What follows belongs to an exercise in optimizing a design on an open flow for small area; a production flow would make more cautious choices.
In this exercise RTL edits were held to simulation tests only and were not proved equivalent to the original.
The clock port is modelled as an ideal driver, which makes a skipped or thinned clock tree look cheaper than it is; a real chip needs a root buffer or a tree.
No activity file was given, so power comes from the tool's default toggle rates.

Setup of run 1:
// ev1527_decoder
module ev1527_decoder (
    input  wire        clk,
    input  wire        rst,         
    input  wire        line_i,      
    input  wire        tick_i,      
    input  wire        rearm_i,     
    input  wire        disable_i,   
    input  wire        clrdet_i,    
    output wire [19:0] address_o,
    output wire [3:0]  key_o,
    output wire        detected_o,
    output wire        enabled_o
);
clock: 6.0 ns
lec_check: 0
cap_margin: 20
core_margin: 2
core_utilization: 40
slew_margin: 20
standard.sh (not shown) runs the stock make flow with config.mk's settings and CLKGATE_MAP_FILE= SYNTH_SCRIPT=/design/flow/synth_recipe.tcl, a recipe that flattens the netlist after the stock synthesis.
==> flow/flow/run.sh <==
#!/bin/bash
set -euo pipefail
export BUFFER_PORTS_ARGS="-buffer_cell sky130_fd_sc_hd__buf_1"
export CTS_ARGS="-sink_clustering_enable -repair_clock_nets -dont_use_dummy_load"
bash standard.sh > flow_make.log 2>&1
Here is what was changed in the inputs of run 2 compared with run 1.
Settings: an added GPL_TIMING_DRIVEN of 0.
==> flow/flow/run.sh <==
#!/bin/bash
set -euo pipefail
export BUFFER_PORTS_ARGS="-buffer_cell sky130_fd_sc_hd__buf_1"
export CTS_ARGS="-sink_clustering_enable -repair_clock_nets -dont_use_dummy_load -buf_list sky130_fd_sc_hd__clkbuf_16 -sink_clustering_size 100 -sink_clustering_max_diameter 500"
bash standard.sh > flow_make.log 2>&1
Results
Total routing usage reported by global routing: run 1 and run 2 compared, higher one is run 2. Higher via count of the first global-routing pass goes to run 1 over run 2. Run 2 — clock skew 15 ps lower, run 1 as reference. On run 2: combinational group share of total power is 0.5 points lower than what run 1 gave. Finished layout cell area ended up about 1.5% higher on run 2 than on run 1. As far as clock-buffer cell count goes, run 2 and run 1 are indistinguishable; the numbers are identical. Of run 2 and run 1, it is run 2 that has the lower critical path depth. Run 2 has more setup slack than run 1. In the tables for run 1 and run 2, wire length reads higher with run 2. Going from run 1 to run 2, non-clock buffer total of the final layout shrinks by about 7%.
Edits applied to the flow inputs when going from run 2 to run 3:
Settings: GPL_TIMING_DRIVEN no longer set, was 0.
==> flow/run.sh (new file) <==
#!/bin/bash
# synth_recipe.tcl (not shown) runs the flow's synth.tcl, then flattens the netlist and writes it again
# the make line also repeats each setting of config.mk as NAME=value (left out here)
make -C /OpenROAD-flow-scripts/flow DESIGN_CONFIG=/design/flow/config.mk WORK_HOME=/design/flow/orfs CLKGATE_MAP_FILE= SYNTH_SCRIPT=/design/flow/synth_recipe.tcl finish
removed: flow/flow/run.sh
removed: flow/standard.sh
### Flow results
- Final area on run 3 is behind run 2.
- Share of total power in combinational logic is higher on run 3
- Re via count of the first global-routing pass: run 3 is about 4% up on run 2.
- Relative to run 2, the maximum VDD drop of run 3 is lower by 0.0000056 V.
- Summary of run 3 over run 2: smallest setup slack after layout climbed 46 ps, worst slack after detailed placement picked up an extra 340 ps, clock skew went down by 6.0 ps, power now smaller.
- Run 3 gives less first-pass iteration count of the detailed router than run 2 did.

* * *

Another version of the RTL of ev1527_decoder (not shown whole).
Size in the first run: roughly 280 cells after synthesis.
==> flow/config.mk <==
export PLATFORM = sky130hd
export DESIGN_NAME = ev1527_decoder
export DESIGN_NICKNAME = ev1527_decoder
export VERILOG_FILES = /design/flow/design.v
export SDC_FILE = /design/flow/constraint.sdc
export NUM_CORES = 4
export LEC_CHECK = 0
export CAP_MARGIN = 20
export CORE_MARGIN = 2
export CORE_UTILIZATION = 40
export GPL_TIMING_DRIVEN = 0
export SLEW_MARGIN = 20
==> flow/constraint.sdc <==
create_clock -name core_clock -period 6.0 [get_ports {clk}]
set_input_delay 1.2000 -clock core_clock [delete_from_list [all_inputs] [get_ports {clk}]]
set_output_delay 1.2000 -clock core_clock [all_outputs]
set_load 0.01 [all_outputs]
==> flow/flow/run.sh <==
#!/bin/bash
# Own layout flow: the standard flow (standard.sh) with these changes.
#  - Synthesis is the standard flow's own script (synth_recipe.tcl), except that the ABC
#    mapping step uses an area-oriented script (flow/area.abc): the same
#    registers, cell types and names, only the logic between them is mapped
#    differently.
#  - Ports are buffered with buf_1 instead of the resizer's default pick.
#  - CTS is replaced by a two-level clock buffer tree (flow/cts_hook.tcl):
#    the registers are split into CLK_GROUPS equal groups by position, each
#    driven by a clkbuf_8 at its centre; one clkbuf_2 drives those.
# Each tool's log is in orfs/logs/; make's output is in flow_make.log.
set -euo pipefail
W=$(pwd)
cat > "$W/flow_synth.tcl" <<EOF
proc abc {args} {
  set i [lsearch -exact \$args -script]
  if {\$i >= 0} { lset args [expr {\$i + 1}] $W/flow/area.abc }
  yosys abc {*}\$args
}
source $W/synth_recipe.tcl
EOF
export BUFFER_PORTS_ARGS="-buffer_cell sky130_fd_sc_hd__buf_1"
export PRE_CTS_TCL="$W/flow/cts_hook.tcl"
export CLK_GROUPS=5
export CLK_LEAF_CELL=sky130_fd_sc_hd__clkbuf_8
export CLK_ROOT_CELL=sky130_fd_sc_hd__clkbuf_2
bash standard.sh SYNTH_SCRIPT="$W/flow_synth.tcl" finish > flow_make.log 2>&1
==> flow/flow/area.abc <==
&get -n
&st
&dch
&nf -R 10 -E 100 -F 8 -A 8
&put
topo
Other scripts of this flow, unchanged in this note and not shown: flow/flow/cts_hook.tcl
==> next run, changes <==
==> flow/flow/area.abc (replaced) <==
&get -n
&st
&dch
&nf -R 100 -E 100 -F 8 -A 8
&put
topo
Final area barely changes.
Critical path depth stays the same.
Worst setup slack is better by 71 ps.
Die area stays flat.
Combinational power rises by 26%.
Fmax is higher by 1.2%.
Utilization stays flat.
Wire length increases by 3.5%.
==> next run, changes <==
==> flow/flow/area.abc (replaced) <==
&get -n
&st
&dch
&nf -R 1000
&put
topo
What happened: The new run finished with timing, DRC and antenna clean. Power increases by 1.2%. Die area climbs by 0.39%. Combinational power climbs by about 7%. Wire length falls by 2.4%. Design area rises by 1.4%. Hold slack improves by 6.4 ps. Maximum frequency goes down by 2.1%.
==> next run, changes <==
==> flow/flow/area.abc (replaced) <==
&get -n
&st
&dch
&nf -R 30 -E 100 -F 8 -A 8
&put
topo
Critical path depth came out higher by 4.
Worst setup slack gains 11 ps.
Global-route usage climbs by 1.2 points.
Clock power shrinks by about 2%.
Total power decreases by 1.6%.
Die area is lower by 0.33%.
Routed wire length went up by 1.7%.
Area after synthesis decreases by 0.34%.
Sequential power grows by about 1%.
==> next run, changes <==
==> flow/flow/area.abc (replaced) <==
&get -n
&st
&dch
&nf -R 1000 -E 100 -F 8 -A 8
&put
topo
Result: Clock power grows by about 2%; worst setup slack improved by 110 ps; total power grows by 0.41%.
In every run of this note, the design's own scripts or RTL, not TritonCTS, make the clock network.

* * *

## run A
Another version of the RTL of ev1527_decoder (not shown whole).
Size in the first run: roughly 85 flip-flops.
export LEC_CHECK = 0
export CAP_MARGIN = 20
export CORE_MARGIN = 2
export CORE_UTILIZATION = 40
export GPL_TIMING_DRIVEN = 0
export SLEW_MARGIN = 20
create_clock -name core_clock -period 6.0 [get_ports {clk}]
==> flow/flow/area.abc <==
&get -n
&st
&dch -f
&nf -R 1000 -E 100
&put
topo
==> flow/flow/cts_hook.tcl <==
# Clock distribution without CTS's H-tree: the registers are split into
# CLK_GROUPS groups of near-equal size by recursive bisection of their
# positions; each group is driven by one CLK_LEAF_CELL placed at the group's
# centre, and one CLK_ROOT_CELL, fed by the clock port, drives the leaf
# buffers. ORFS's CTS step then legalises and repairs timing as usual.

proc flow_split_sinks {sinks k} {
  if {$k <= 1} { return [list $sinks] }
  set xs {}
  set ys {}
  foreach s $sinks { lappend xs [lindex $s 1]; lappend ys [lindex $s 2] }
  set xs [lsort -real $xs]
  set ys [lsort -real $ys]
  set dx [expr {[lindex $xs end] - [lindex $xs 0]}]
  set dy [expr {[lindex $ys end] - [lindex $ys 0]}]
  set idx [expr {$dx >= $dy ? 1 : 2}]
  set sorted [lsort -real -index $idx $sinks]
  set k1 [expr {$k / 2}]
  set n1 [expr {int(round(double([llength $sorted]) * $k1 / $k))}]
  return [concat \
    [flow_split_sinks [lrange $sorted 0 [expr {$n1 - 1}]] $k1] \
    [flow_split_sinks [lrange $sorted $n1 end] [expr {$k - $k1}]]]
}

proc flow_build_clock {} {
  set block [ord::get_db_block]
  set dbu [$block getDbUnitsPerMicron]
  set sinks {}
  foreach inst [$block getInsts] {
    if {[[$inst getMaster] isSequential]} {
      set bb [$inst getBBox]
      lappend sinks [list [$inst getName] \
        [expr {([$bb xMin] + [$bb xMax]) / 2.0 / $dbu}] \
        [expr {([$bb yMin] + [$bb yMax]) / 2.0 / $dbu}]]
    }
  }
  set groups [flow_split_sinks $sinks $::env(CLK_GROUPS)]
  set g 0
  set cx 0
  set cy 0
  foreach grp $groups {
    set sx 0
    set sy 0
    set pins {}
    foreach s $grp {
      set sx [expr {$sx + [lindex $s 1]}]
      set sy [expr {$sy + [lindex $s 2]}]
      lappend pins [get_pins "[lindex $s 0]/CLK"]
    }
    set m [llength $grp]
    set x [expr {$sx / $m}]
    set y [expr {$sy / $m}]
    set cx [expr {$cx + $x}]
    set cy [expr {$cy + $y}]
    insert_buffer -buffer_cell $::env(CLK_LEAF_CELL) -net clk -load_pins $pins \
      -location [list $x $y] -buffer_name "clkbuf_leaf_$g" -net_name "clknet_leaf_$g"
    incr g
  }
  insert_buffer -buffer_cell $::env(CLK_ROOT_CELL) -net clk \
    -location [list [expr {$cx / $g}] [expr {$cy / $g}]] \
    -buffer_name clkbuf_root -net_name clknet_root
  foreach net [$block getNets] {
    if {[string match clk* [$net getName]]} { $net setSigType CLOCK }
  }
  set_propagated_clock [all_clocks]
}

rename clock_tree_synthesis orfs_clock_tree_synthesis
proc clock_tree_synthesis {args} { flow_build_clock }
Scripts as last shown in full above: flow/flow/run.sh
Run A: full flow OK, the timing, design-rule and antenna checks passed
Changes in run B relative to run A:
-- flow/flow/run.sh --
<<< run A, line 23
export PRE_CTS_TCL="$W/flow/cts_hook.tcl"
export CLK_GROUPS=5
export CLK_LEAF_CELL=sky130_fd_sc_hd__clkbuf_8
>>> run B, line 23
export PRE_CTS_TCL="$W/flow/cts_hook.tcl"
export CLK_GROUPS=4
export CLK_LEAF_CELL=sky130_fd_sc_hd__clkbuf_8
==> flow/flow/area.abc <==
&get -n
&st
&dch
&nf -R 1000 -E 100 -F 8 -A 8
&put
topo
-- flow/config.mk --
<<< run A, line 9
export CORE_MARGIN = 2
export CORE_UTILIZATION = 40
export GPL_TIMING_DRIVEN = 0
>>> run B, line 9
export CORE_MARGIN = 2
export CORE_UTILIZATION = 60
export GPL_TIMING_DRIVEN = 0
On minimum period implied by the final worst setup slack: run B sits below run A. Diff run B..run A | area after synthesis | negligible. Run B has more setup slack than run A. Compared with run A, in run B die span in x shows a reduction of 17 um, signed area change from the synthesized netlist to the final layout shrank by 1.4 points, peak supply drop grew by 0.00010 V, register-to-register slack rose 560 ps.
[inputs] run C vs run B
-- flow/flow/run.sh --
<<< run B, line 23
export PRE_CTS_TCL="$W/flow/cts_hook.tcl"
export CLK_GROUPS=4
export CLK_LEAF_CELL=sky130_fd_sc_hd__clkbuf_8
>>> run C, line 23
export PRE_CTS_TCL="$W/flow/cts_hook.tcl"
export CLK_GROUPS=5
export CLK_LEAF_CELL=sky130_fd_sc_hd__clkbuf_8
==> flow/flow/area.abc <==
&get -n
&st
&dch
&nf -R 1000
&put
topo
-- flow/config.mk --
<<< run B, line 9
export CORE_MARGIN = 2
export CORE_UTILIZATION = 60
export GPL_TIMING_DRIVEN = 0
>>> run C, line 9
export CORE_MARGIN = 2
export CORE_UTILIZATION = 40
export GPL_TIMING_DRIVEN = 0
--- outcome ---
As far as sequential cell count goes, run B and run C are indistinguishable; the numbers are identical.
Summary of run C over run B: maximum fanout along the worst path went down by 1, worst hold slack went down by 11 ps, sequential share of layout area went down by 1.6 points.
Run B → run C: aggregate routed wire length went down about 3%; final non-filler cell total went up about 8%; time the worst path needs with I/O delays and setup went up 500 ps; synthesized cell count went down 6.
Final worst-path cycle share is higher on run C
Here is what was changed in the inputs of run D compared with run C.
==> flow/flow/area.abc <==
&get -n
&st
&dch -f
&nf -R 1000 -p
&put
topo
[summary]
- Every run (run D and run C) finished clean.
- Run C -> run D: post-synthesis area per instance decreased slightly
- Run D vs run C, worst setup path startpoint: hi[4] vs hi[2]
- The simple-gate area share of the yosys netlist number comes out lower for run C vs run D.
- Comparing run D with run C, the area after synthesis came out essentially unchanged.
## Diff of input files: run E against run D
==> flow/flow/area.abc <==
&get -n
&st
&dch
&nf -R 10 -E 100 -F 8 -A 8
&put
topo
==> run summary <==
- Compared with run D, run E shows number of global-route vias before repair that has gone up by a little under 10%.
- As of run E, power had fallen slightly compared to run D.
- Run E: total length of routed wires higher than run D
- Compared with run D, run E shows a fraction of standard cell area that is sequential that is 0.82 points higher.
- The floorplan die area number comes out higher for run D vs run E.
- Run D has a higher clock period minus final worst setup slack than run E.
- Global-route usage over all layers: lower on run D
- Run D -> run E: leakage power summed over all cells decreased by a few percent
- Summary of run E over run D: net load switching power went up by about 1.3%, worst setup slack climbed 550 ps.
No run of this note takes its clock network from TritonCTS; it comes from the design's own scripts or RTL.

## re-timing with driven ports
In the flow no input, the clock included, has a driving cell. The finished layouts below were timed again as built, in two steps. Step 1 assumes that a clkbuf_16 drives the clock port and a buf_2 every other input. Step 2, shift: input delay + t, output delay - t, t = (earliest + latest rising clock arrival at the registers) / 2. This alone moves slack from input paths to output paths. Three values: ideal, step 1, step 2; two values: the first two.
run	t (ns)	setup slack, ns	worst register clock-pin slew, ns	worst data-port slew with drivers (ns)
run 1	0.375	0.212 / 0.212 / 0.212	0.10 / 0.10	0.05
run 2	0.365	0.266 / 0.266 / 0.266	0.07 / 0.07	0.04
run 3	0.390	0.313 / 0.313 / 0.313	0.10 / 0.10	0.04
the first run of note 2	0.489	0.208 / 0.208 / 0.208	0.11 / 0.11	0.03
the second run of note 2	0.499	0.279 / 0.279 / 0.279	0.11 / 0.11	0.03
the third run of note 2	0.499	0.159 / 0.159 / 0.159	0.11 / 0.11	0.03
the fourth run of note 2	0.513	0.170 / 0.170 / 0.170	0.10 / 0.10	0.03
the fifth run of note 2	0.499	0.279 / 0.279 / 0.279	0.11 / 0.11	0.03
run A	0.490	0.220 / 0.220 / 0.220	0.11 / 0.11	0.03
run B	0.476	0.778 / 0.778 / 0.778	0.12 / 0.12	0.03
run C	0.499	0.280 / 0.280 / 0.280	0.11 / 0.11	0.04
run D	0.497	0.274 / 0.274 / 0.274	0.10 / 0.10	0.03
run E	0.495	0.819 / 0.819 / 0.819	0.10 / 0.10	0.03
After both steps setup and hold are still met in every run listed.
